This is an optimization exercise on Yosys and OpenROAD, whose aim is small area, a short achievable clock period and few clock cycles, not a production implementation. Where RTL was checked, it was by simulation tests only, not by an equivalence proof against the original. Power figures rest on the tool's default switching activity, not on a simulated workload. No driver is modelled on the clock port, so clocking that relies on it looks cheaper here than on a real chip.

## run 1
// prb_link
module prb_link #(
    parameter PANEL_W     = 240,
    parameter PANEL_H     = 240,
    parameter LINE_W      = 160,
    parameter SRC_H       = 144,
    parameter MADCTL_INIT = 8'h00,
    parameter COLMOD_16BPP = 8'h55,
    parameter MS_CYCLES   = 8
) (
    input             clk,
    input             rst,
    input             cmd_valid,
    output            cmd_ready,
    input      [12:0] cmd_addr,
    input      [31:0] cmd_data,
    output reg        rsp_valid,
    output     [7:0]  rsp_code,
    output     [15:0] rsp_off,
    output reg        sck,
    output reg        mosi,
    output reg        dc,
    output reg        csn,
    output reg        rstn,
    output reg        bl
);
    localparam X0 = (PANEL_W - LINE_W) / 2;
    localparam Y0 = (PANEL_H - SRC_H) / 2;
    localparam NRING = LINE_W / 16;
    localparam [3:0] F_NONE        = 4'h0;
    localparam [3:0] F_BAD_ACCESS  = 4'h1;
    localparam [3:0] F_BAD_REG     = 4'h2;
    localparam [3:0] F_NOT_OPEN    = 4'h6;
    localparam [3:0] F_OPEN        = 4'h7;
    localparam [3:0] F_INVERTED    = 4'h8;
    localparam [3:0] F_RANGE       = 4'h9;
    localparam [3:0] F_UNINIT      = 4'hA;
    localparam [3:0] F_PAL_INDEX   = 4'hB;
    localparam [3:0] F_ROW_RANGE   = 4'hE;
    localparam [2:0] OP_INIT  = 3'd0;
    localparam [2:0] OP_WIN   = 3'd1;
    localparam [2:0] OP_FILL  = 3'd2;
    localparam [2:0] OP_DRAW  = 3'd3;
    localparam [2:0] OP_PIXEL = 3'd4;
    localparam [2:0] OP_INV   = 3'd5;
    localparam [2:0] OP_IDLE  = 3'd6;
  ...
Size: roughly 1400 flip-flops.
clock: 8.0 ns
lec_check: 0
cap_margin: 20
core_margin: 2
core_utilization: 40
place_density: 0.6
slew_margin: 20
standard.sh (not shown) runs the stock make flow with config.mk's settings and CLKGATE_MAP_FILE= SYNTH_SCRIPT=/design/flow/synth_recipe.tcl, a recipe that flattens the netlist after the stock synthesis.
==> flow/flow/run.sh <==
#!/bin/bash
# The standard layout (the standard.sh), with the port buffers made of
# buf_4 cells instead of the slow delay buffers buffer_ports picks by default,
# and timing repair aiming at a larger setup slack.
set -euo pipefail
bash standard.sh BUFFER_PORTS_ARGS="-buffer_cell sky130_fd_sc_hd__buf_4" SETUP_SLACK_MARGIN=5.6 finish > standard.log 2>&1
Testbench counts of run 1, summed over its fixed seeds: cycles 170,644.
### run 1 -> run 2
- setting SETUP_SLACK_MARGIN to 4.5 for the first time
==> flow/flow/run.sh <==
#!/bin/bash
# The standard layout (the standard.sh), with the port buffers made of
# buf_4 cells instead of the slow delay buffers buffer_ports picks by default.
set -euo pipefail
bash standard.sh BUFFER_PORTS_ARGS="-buffer_cell sky130_fd_sc_hd__buf_4" finish > standard.log 2>&1
Results
Number of buffers inserted during clock tree synthesis was higher in the run labelled run 1. Run 2 ended with more period utilization than run 1. Re biggest cell delay along the critical path: run 1 and run 2 aren't equal, and the higher value belongs to run 2. Run 2 against run 1: depth of the critical timing path with buffers and inverters included went up, routed wirelength normalized by instance count went down about 2.4%, maximum frequency lost 16%. Run 2 has completed all stages; timing, DRC and antenna checks passed.
> inputs changed (run 2 -> run 3)
- a change of SETUP_SLACK_MARGIN from 4.5 to 5
--- outcome ---
Delta (run 3 minus run 2): post-layout instance area now larger; wire length of the first global-routing pass roughly the same; routed wire length moved up; share of total power in sequential cells increased by 0.6 points relative to the old numbers.
On run 3: required arrival time at the worst endpoint is 2.23 ns lower than what run 2 gave.
Higher minimum setup slack in the final design was reported by run 3, not run 2.
Master of the slowest instance on the critical path = dfxtp_1: run 3; master of the slowest instance on the critical path = and4_1: run 2

prb_link, a different RTL version from the one above (not shown whole).
Size: roughly 80 I/O pins, roughly 41000 um2 of cells after synthesis.
Settings: LEC_CHECK=0, CAP_MARGIN=20, CORE_MARGIN=2, CORE_UTILIZATION=40, PLACE_DENSITY=0.6, SLEW_MARGIN=20; clock period 8.0 ns.
run.sh (not shown) runs the stock make flow with config.mk's settings and CLKGATE_MAP_FILE= SYNTH_SCRIPT=/design/flow/synth_recipe.tcl, a recipe that flattens the netlist after the stock synthesis.
Stock flow here: none of the scripts above is used.
Testbench counts at the start, summed over its fixed seeds: cycles 170,124.
Then changed:
SETUP_SLACK_MARGIN = 4.5   (was not set)
Effect: Setup slack improved by 2.0 ns. Non-clock buffer count goes up by 154. Worst hold slack got worse by 0.0089 ns. Clock power goes down by 6.5%. Count of clock-buffer cells in the layout goes up by 13.

build 26:
prb_link, a different RTL version from the one above (not shown whole).
Size: roughly 3100 cells after synthesis, ~1400 flip-flops, ~80 I/O pins.
Settings: LEC_CHECK=0, CAP_MARGIN=20, CORE_MARGIN=2, CORE_UTILIZATION=55, PLACE_DENSITY=0.7, SLEW_MARGIN=20; clock period 8.0 ns.
standard.sh (not shown) runs the stock make flow with config.mk's settings and CLKGATE_MAP_FILE= SYNTH_SCRIPT=/design/flow/synth_recipe.tcl, a recipe that flattens the netlist after the stock synthesis.
==> flow/flow/run.sh <==
#!/bin/bash
# The standard layout (the standard.sh) with: port buffers of buf_4 cells
# instead of the slow delay buffers buffer_ports picks by default; timing
# repair aiming at 5 ns of setup slack; larger clock-tree sink clusters and
# no dummy clock loads.
set -euo pipefail
bash standard.sh \
  BUFFER_PORTS_ARGS="-buffer_cell sky130_fd_sc_hd__buf_4" \
  SETUP_SLACK_MARGIN=5 \
  CTS_ARGS="-sink_clustering_enable -repair_clock_nets -sink_clustering_size 30 -sink_clustering_max_diameter 120 -dont_use_dummy_load" \
  finish > standard.log 2>&1
--- input diff build 26..build 60 ---
Settings: CORE_UTILIZATION now 65, was 55; PLACE_DENSITY now 0.75, was 0.7; ABC_AREA now 1, previously not set.
-- flow/flow/run.sh --
<<< build 26, line 9
  SETUP_SLACK_MARGIN=5 \
  CTS_ARGS="-sink_clustering_enable -repair_clock_nets -sink_clustering_size 30 -sink_clustering_max_diameter 120 -dont_use_dummy_load" \
  finish > standard.log 2>&1
>>> build 60, line 9
  SETUP_SLACK_MARGIN=5 \
  CTS_ARGS="-sink_clustering_enable -repair_clock_nets -sink_clustering_size 30 -sink_clustering_max_diameter 80 -dont_use_dummy_load" \
  finish > standard.log 2>&1
Findings:
- Re design area: build 26 and build 60 aren't equal, and the lower value belongs to build 26.
- Sequential element share of the synthesized area: build 60 vs build 26 down 0.87 points
- Compared with build 26, build 60 shows a higher measured slew at the worst slew-check pin.
- The final reports for build 60 and build 26 show routed wire length higher in the former.
[inputs] build 16 vs build 60
Settings: a deleted ABC_AREA that had been 1.
-- flow/flow/run.sh --
<<< build 60, line 8
  BUFFER_PORTS_ARGS="-buffer_cell sky130_fd_sc_hd__buf_4" \
  SETUP_SLACK_MARGIN=5 \
  CTS_ARGS="-sink_clustering_enable -repair_clock_nets -sink_clustering_size 30 -sink_clustering_max_diameter 80 -dont_use_dummy_load" \
>>> build 16, line 8
  BUFFER_PORTS_ARGS="-buffer_cell sky130_fd_sc_hd__buf_4" \
  SETUP_SLACK_MARGIN=5.3 \
  CTS_ARGS="-sink_clustering_enable -repair_clock_nets -sink_clustering_size 30 -sink_clustering_max_diameter 80 -dont_use_dummy_load" \
Findings:
- Changes observed in build 16 relative to build 60: cell count lost about 12%, sequential fraction of total cell area shows a reduction of 0.72 points, highest attainable clock frequency shows an increase of about 7%, static power due to leakage down about 5%.
- For build 60, the combinational family with the most area after synthesis was simple AND/OR/NAND/NOR gates, unlike build 16, where it was compound AO/OA/AOI/OAI gates.
Changes in build 40 relative to build 16:
-- flow/flow/run.sh --
<<< build 16, line 8
  BUFFER_PORTS_ARGS="-buffer_cell sky130_fd_sc_hd__buf_4" \
  SETUP_SLACK_MARGIN=5.3 \
  CTS_ARGS="-sink_clustering_enable -repair_clock_nets -sink_clustering_size 30 -sink_clustering_max_diameter 80 -dont_use_dummy_load" \
>>> build 40, line 8
  BUFFER_PORTS_ARGS="-buffer_cell sky130_fd_sc_hd__buf_4" \
  SETUP_SLACK_MARGIN=5.6 \
  CTS_ARGS="-sink_clustering_enable -repair_clock_nets -sink_clustering_size 30 -sink_clustering_max_diameter 80 -dont_use_dummy_load" \
--- outcome ---
- Taking build 16 as the reference point, the global-route usage of build 40 rises by 1.5 points.
- Compared to build 16, the routing of build 40 uses more wire.
- The wire length per cell number comes out lower for build 16 vs build 40.
- Of build 40 and build 16, the run reporting the lower relative contribution of sequential cells to total power was build 40.
- Compared with build 16, power dissipated by switching net loads in build 40 increased slightly.
Relative to build 40, the following input files were edited for build 53:
Settings: PLACE_DENSITY now 0.7, was 0.75; CORE_UTILIZATION now 55, was 65.
-- flow/flow/run.sh --
<<< build 40, line 8
  BUFFER_PORTS_ARGS="-buffer_cell sky130_fd_sc_hd__buf_4" \
  SETUP_SLACK_MARGIN=5.6 \
  CTS_ARGS="-sink_clustering_enable -repair_clock_nets -sink_clustering_size 30 -sink_clustering_max_diameter 80 -dont_use_dummy_load" \
  finish > standard.log 2>&1
>>> build 53, line 8
  BUFFER_PORTS_ARGS="-buffer_cell sky130_fd_sc_hd__buf_4" \
  SETUP_SLACK_MARGIN=5 \
  CTS_ARGS="-sink_clustering_enable -repair_clock_nets -sink_clustering_size 22 -sink_clustering_max_diameter 100 -dont_use_dummy_load" \
  finish > standard.log 2>&1
--- outcome ---
- H-tree depth: build 53 vs build 40 up 1
- The clock period minus worst slack reported for build 53 is greater than that of build 40 by 0.24 ns.
- Note that the number of buffers added by the clock tree synthesis step recorded for build 53 amounts to 1.3 times the value seen in build 40.
Input changes introduced in build 86 (baseline for comparison: build 53):
Settings: changing CORE_UTILIZATION from 55 to 65; changing PLACE_DENSITY from 0.7 to 0.75.
-- flow/flow/run.sh --
<<< build 53, line 9
  SETUP_SLACK_MARGIN=5 \
  CTS_ARGS="-sink_clustering_enable -repair_clock_nets -sink_clustering_size 22 -sink_clustering_max_diameter 100 -dont_use_dummy_load" \
  finish > standard.log 2>&1
>>> build 86, line 9
  SETUP_SLACK_MARGIN=5 \
  CTS_ARGS="-sink_clustering_enable -repair_clock_nets -sink_clustering_size 30 -sink_clustering_max_diameter 80 -dont_use_dummy_load" \
  finish > standard.log 2>&1
Results
Per the final summary, build 86 finished and its layout is clean on timing, DRC and antenna.
Build 53 finished every stage and its layout cleared the timing, design-rule and antenna checks.
met2 track demand over resource in global routing up 12 points in build 86 wrt build 53
From build 53 to build 86 the numbers moved as follows: post-route standard cell area excluding fillers fell by 1.5%, wire length climbed 6.8%, maximum fanout along the worst path picked up an extra 63, die boundary width has decreased.
As far as count of distinct cell types in the synthesized netlist goes, build 53 and build 86 are indistinguishable; the numbers are identical.
Build 53 -> build 86: wire length of the first global-routing pass increased by a few percent
On total power: build 86 sits below build 53.
Measured against build 53, the tapcell count of build 86 comes out at 0.823 times the reference value.
No run of this note included a check of the RTL's function; only the layout flow was run.

## port drivers added, routing unchanged
Ports are ideal in the flow. The routed layouts listed here were re-timed in OpenROAD.
Step 1, drivers: a clkbuf_16 drives clk and a buf_2 each remaining input, both assumed.
Step 2, shift: input delay + t, output delay - t, t = (earliest + latest rising clock arrival at the registers) / 2. This alone moves slack from input paths to output paths.
a / b / c = ideal ports / drivers / drivers and shift; a / b = the first two.
run | shift t [ns] | slack for setup (ns) | worst setup path at the end | slew at the worst register clock pin (ns) | worst slew at a driven data input, ns
run 1 | 0.764 | 5.137 / 5.072 / 4.869 | input to register | 0.07 / 0.07 | 0.07
run 2 | 0.756 | 4.579 / 4.579 / 4.078 | input to register | 0.07 / 0.07 | 0.06
run 3 | 0.758 | 5.055 / 4.986 / 4.309 | input to register | 0.07 / 0.07 | 0.07
the first run of note 2 | 0.746 | 2.338 / 2.294 / 1.548 | input to register | 0.07 / 0.07 | 0.16
the second run of note 2 | 0.767 | 4.360 / 4.379 / 3.624 | input to register | 0.07 / 0.07 | 0.15
build 26 | 0.682 | 5.097 / 5.033 / 4.538 | input to register | 0.12 / 0.12 | 0.05
build 60 | 0.713 | 5.002 / 5.002 / 4.494 | input to register | 0.12 / 0.12 | 0.07
build 16 | 0.718 | 5.197 / 5.129 / 4.712 | input to register | 0.12 / 0.12 | 0.04
build 40 | 0.688 | 5.299 / 5.234 / 4.771 | input to register | 0.12 / 0.12 | 0.07
build 53 | 0.667 | 5.060 / 5.037 / 4.483 | input to register | 0.10 / 0.10 | 0.05
build 86 | 0.680 | 5.076 / 5.054 / 4.427 | input to register | 0.11 / 0.11 | 0.04
After both steps every run listed still meets setup and hold. The setup slack of the first run of note 2, which loses most, moves by -0.044 ns with the drivers and by -0.790 ns with both steps.
